From an optimization exercise on the open Yosys and OpenROAD flow, aimed at small area; shortcuts taken in it are not production practice.
Only simulation tests tie the RTL to the original design; equivalence was not proved.
The clock input has no modelled driver; a real chip could not lean on it and would need a root buffer or a full tree.
No activity file was given, so power comes from the tool's default toggle rates.

Setup of the reference run:
// stepper_step_sequencer
module stepper_step_sequencer (
    input  wire        clk,
    input  wire        rst_n,
    input  wire        cmd_valid,
    input  wire [15:0] cmd,
    output wire        cmd_ready,
    output reg         rsp_valid,
    output reg  [2:0]  rsp_status,
    output wire [3:0]  coil,
    input  wire        hall_in,
    output wire        halted,
    output wire [1:0]  sess_out,
    output wire [2:0]  hstate_out,
    output wire        hfail_phase_out,
    output wire [5:0]  pos_out,
    output wire [2:0]  idx_out,
    input  wire        cfg_len8,
    input  wire [31:0] cfg_pattern,
    input  wire [14:0] cfg_steps_per_rev,
    input  wire [15:0] cfg_steps_per_flap,
    input  wire [5:0]  cfg_home_index,
    input  wire [15:0] cfg_home_offset,
    input  wire [15:0] cfg_backoff_steps,
    input  wire        cfg_coarse_fine,
    input  wire        cfg_offset_calibrated,
    input  wire [15:0] cfg_t_sample,
    input  wire [15:0] cfg_t_move,
    input  wire [15:0] cfg_t_seek_fast,
    input  wire [15:0] cfg_t_seek_slow
);
export LEC_CHECK = 0
export ABC_AREA = 1
export CAP_MARGIN = 20
export CORE_MARGIN = 2
export CORE_UTILIZATION = 40
export SLEW_MARGIN = 20
create_clock -name core_clock -period 20.0 [get_ports {clk}]
standard.sh (not shown) runs the stock make flow with config.mk's settings and CLKGATE_MAP_FILE= SYNTH_SCRIPT=/design/flow/synth_recipe.tcl, a recipe that flattens the netlist after the stock synthesis.
==> flow/flow/run.sh <==
#!/bin/bash
# The standard layout (standard.sh) with changes that only pick smaller cells:
#  - synthesis maps logic with an area-oriented ABC script (flow/synth.tcl,
#    flow/area.abc) and leaves adders to ABC (no ADDER_MAP_FILE); flip-flops
#    are mapped before ABC, so the registers are the standard synthesis's;
#  - the port buffers are buf_1 cells;
#  - the clock is buffered by three buf_12 cells, one per band of
#    flip-flops, instead of an H-tree (flow/clock_buffers.tcl).
# make's output goes to standard_flow.log; each ORFS step logs under orfs/logs.
set -euo pipefail
W=$PWD
export AREA_ABC_SCRIPT=$W/flow/area.abc
export FLOW_SYNTH_TCL=$W/synth_recipe.tcl
export MY_CLK_PORT=clk MY_CLK_BUF=sky130_fd_sc_hd__buf_12 MY_CLK_GROUPS=3
bash standard.sh \
  SYNTH_SCRIPT=$W/flow/synth.tcl \
  ADDER_MAP_FILE= \
  BUFFER_PORTS_ARGS="-buffer_cell sky130_fd_sc_hd__buf_1" \
  PRE_CTS_TCL=$W/flow/clock_buffers.tcl \
  finish > standard_flow.log 2>&1
==> flow/flow/clock_buffers.tcl <==
# Used as PRE_CTS_TCL: replaces clock_tree_synthesis for this small design.
# The clock port drives MY_CLK_GROUPS clock buffers (cell MY_CLK_BUF), each
# placed at the centre of the group of flip-flop clock pins it drives; the
# groups split the flip-flops into vertical bands of equal size. Every
# flip-flop gets its clock through exactly one buffer, so skew stays small.
proc my_clock_buffers {} {
  set cell $::env(MY_CLK_BUF)
  set ngroups $::env(MY_CLK_GROUPS)
  set block [ord::get_db_block]
  set clknet [[$block findBTerm $::env(MY_CLK_PORT)] getNet]
  set netname [$clknet getName]
  set sinks {}
  foreach it [$clknet getITerms] {
    if { [$it isInputSignal] } {
      set inst [$it getInst]
      set loc [$inst getLocation]
      lappend sinks [list [lindex $loc 0] [lindex $loc 1] [$inst getName]/[[$it getMTerm] getName]]
    }
  }
  set sinks [lsort -integer -index 0 $sinks]
  set n [llength $sinks]
  set per [expr {($n + $ngroups - 1) / $ngroups}]
  set dbu [$block getDefUnits]
  for {set g 0} {$g < $ngroups} {incr g} {
    set grp [lrange $sinks [expr {$g * $per}] [expr {($g + 1) * $per - 1}]]
    if { [llength $grp] == 0 } { continue }
    set sx 0; set sy 0; set pins {}
    foreach s $grp {
      set sx [expr {$sx + [lindex $s 0]}]
      set sy [expr {$sy + [lindex $s 1]}]
      lappend pins [get_pins [lindex $s 2]]
    }
    set cx [expr {double($sx) / [llength $grp] / $dbu}]
    set cy [expr {double($sy) / [llength $grp] / $dbu}]
    puts "clock buffer clkbuf_my_$g: [llength $grp] sinks at ($cx, $cy)"
    insert_buffer -buffer_cell $cell -net $netname -load_pins $pins \
      -location [list $cx $cy] -buffer_name clkbuf_my_$g -net_name clknet_my_$g
  }
}

rename clock_tree_synthesis orfs_clock_tree_synthesis
proc clock_tree_synthesis {args} {
  my_clock_buffers
}
Other scripts of this flow, unchanged in this note and not shown: flow/flow/area.abc, flow/flow/synth.tcl
The reference run went all the way through synthesis, placement and routing and the layout is clean on timing, DRC and antenna.
### the reference run -> the trial run
diff --git a/flow/flow/run.sh b/flow/flow/run.sh
--- a/flow/flow/run.sh
+++ b/flow/flow/run.sh
@@ -6,3 +6,3 @@
 #  - the port buffers are buf_1 cells;
-#  - the clock is buffered by three buf_12 cells, one per band of
+#  - the clock is buffered by three clkbuf_16 cells, one per band of
 #    flip-flops, instead of an H-tree (flow/clock_buffers.tcl).
@@ -13,3 +13,3 @@
 export FLOW_SYNTH_TCL=$W/synth_recipe.tcl
-export MY_CLK_PORT=clk MY_CLK_BUF=sky130_fd_sc_hd__buf_12 MY_CLK_GROUPS=3
+export MY_CLK_PORT=clk MY_CLK_BUF=sky130_fd_sc_hd__clkbuf_16 MY_CLK_GROUPS=3
 bash standard.sh \
==> comparison <==
The final layouts of the reference run and the trial run pass the timing, DRC and antenna checks. The trial run vs the reference run: wire length after detailed routing up. Register share of the cell area of the trial run is on par with the reference run. Changes observed in the trial run relative to the reference run: setup slack barely changed, cell leakage power moved up, first-pass GRT wire length did not really move. The trial run vs. the reference run: clock network fraction of total power moved up, final cell area excluding filler cells level, switching power total level, met2 usage moved up, post-route met1 wirelength moved up. Looking at post-synthesis to final-layout area growth, the trial run sits above the reference run.
In every run of this note, the design's own scripts or RTL, not TritonCTS, make the clock network.

separate check: timing with driven ports:
No port has a modelled driver above. Below, the same layouts with a new extraction and two added sets of constraints. Step 1, drivers: a clkbuf_16 drives clk and a buf_2 each remaining input, both assumed. Step 2 times the ports against the registers' clock, not the clock port: input delays grow and output delays shrink by t, the midpoint of the rising clock arrivals with the driver on. Three values: no drivers, after step 1, after step 2; two values: the first two.
run | shift t [ns] | setup slack, ns | worst data-port slew with drivers (ns)
the reference run | 0.200 | 11.359 / 11.330 / 11.330 | 0.05
the trial run | 0.224 | 11.360 / 11.331 / 11.331 | 0.05
After both steps setup and hold are still met in every run listed.
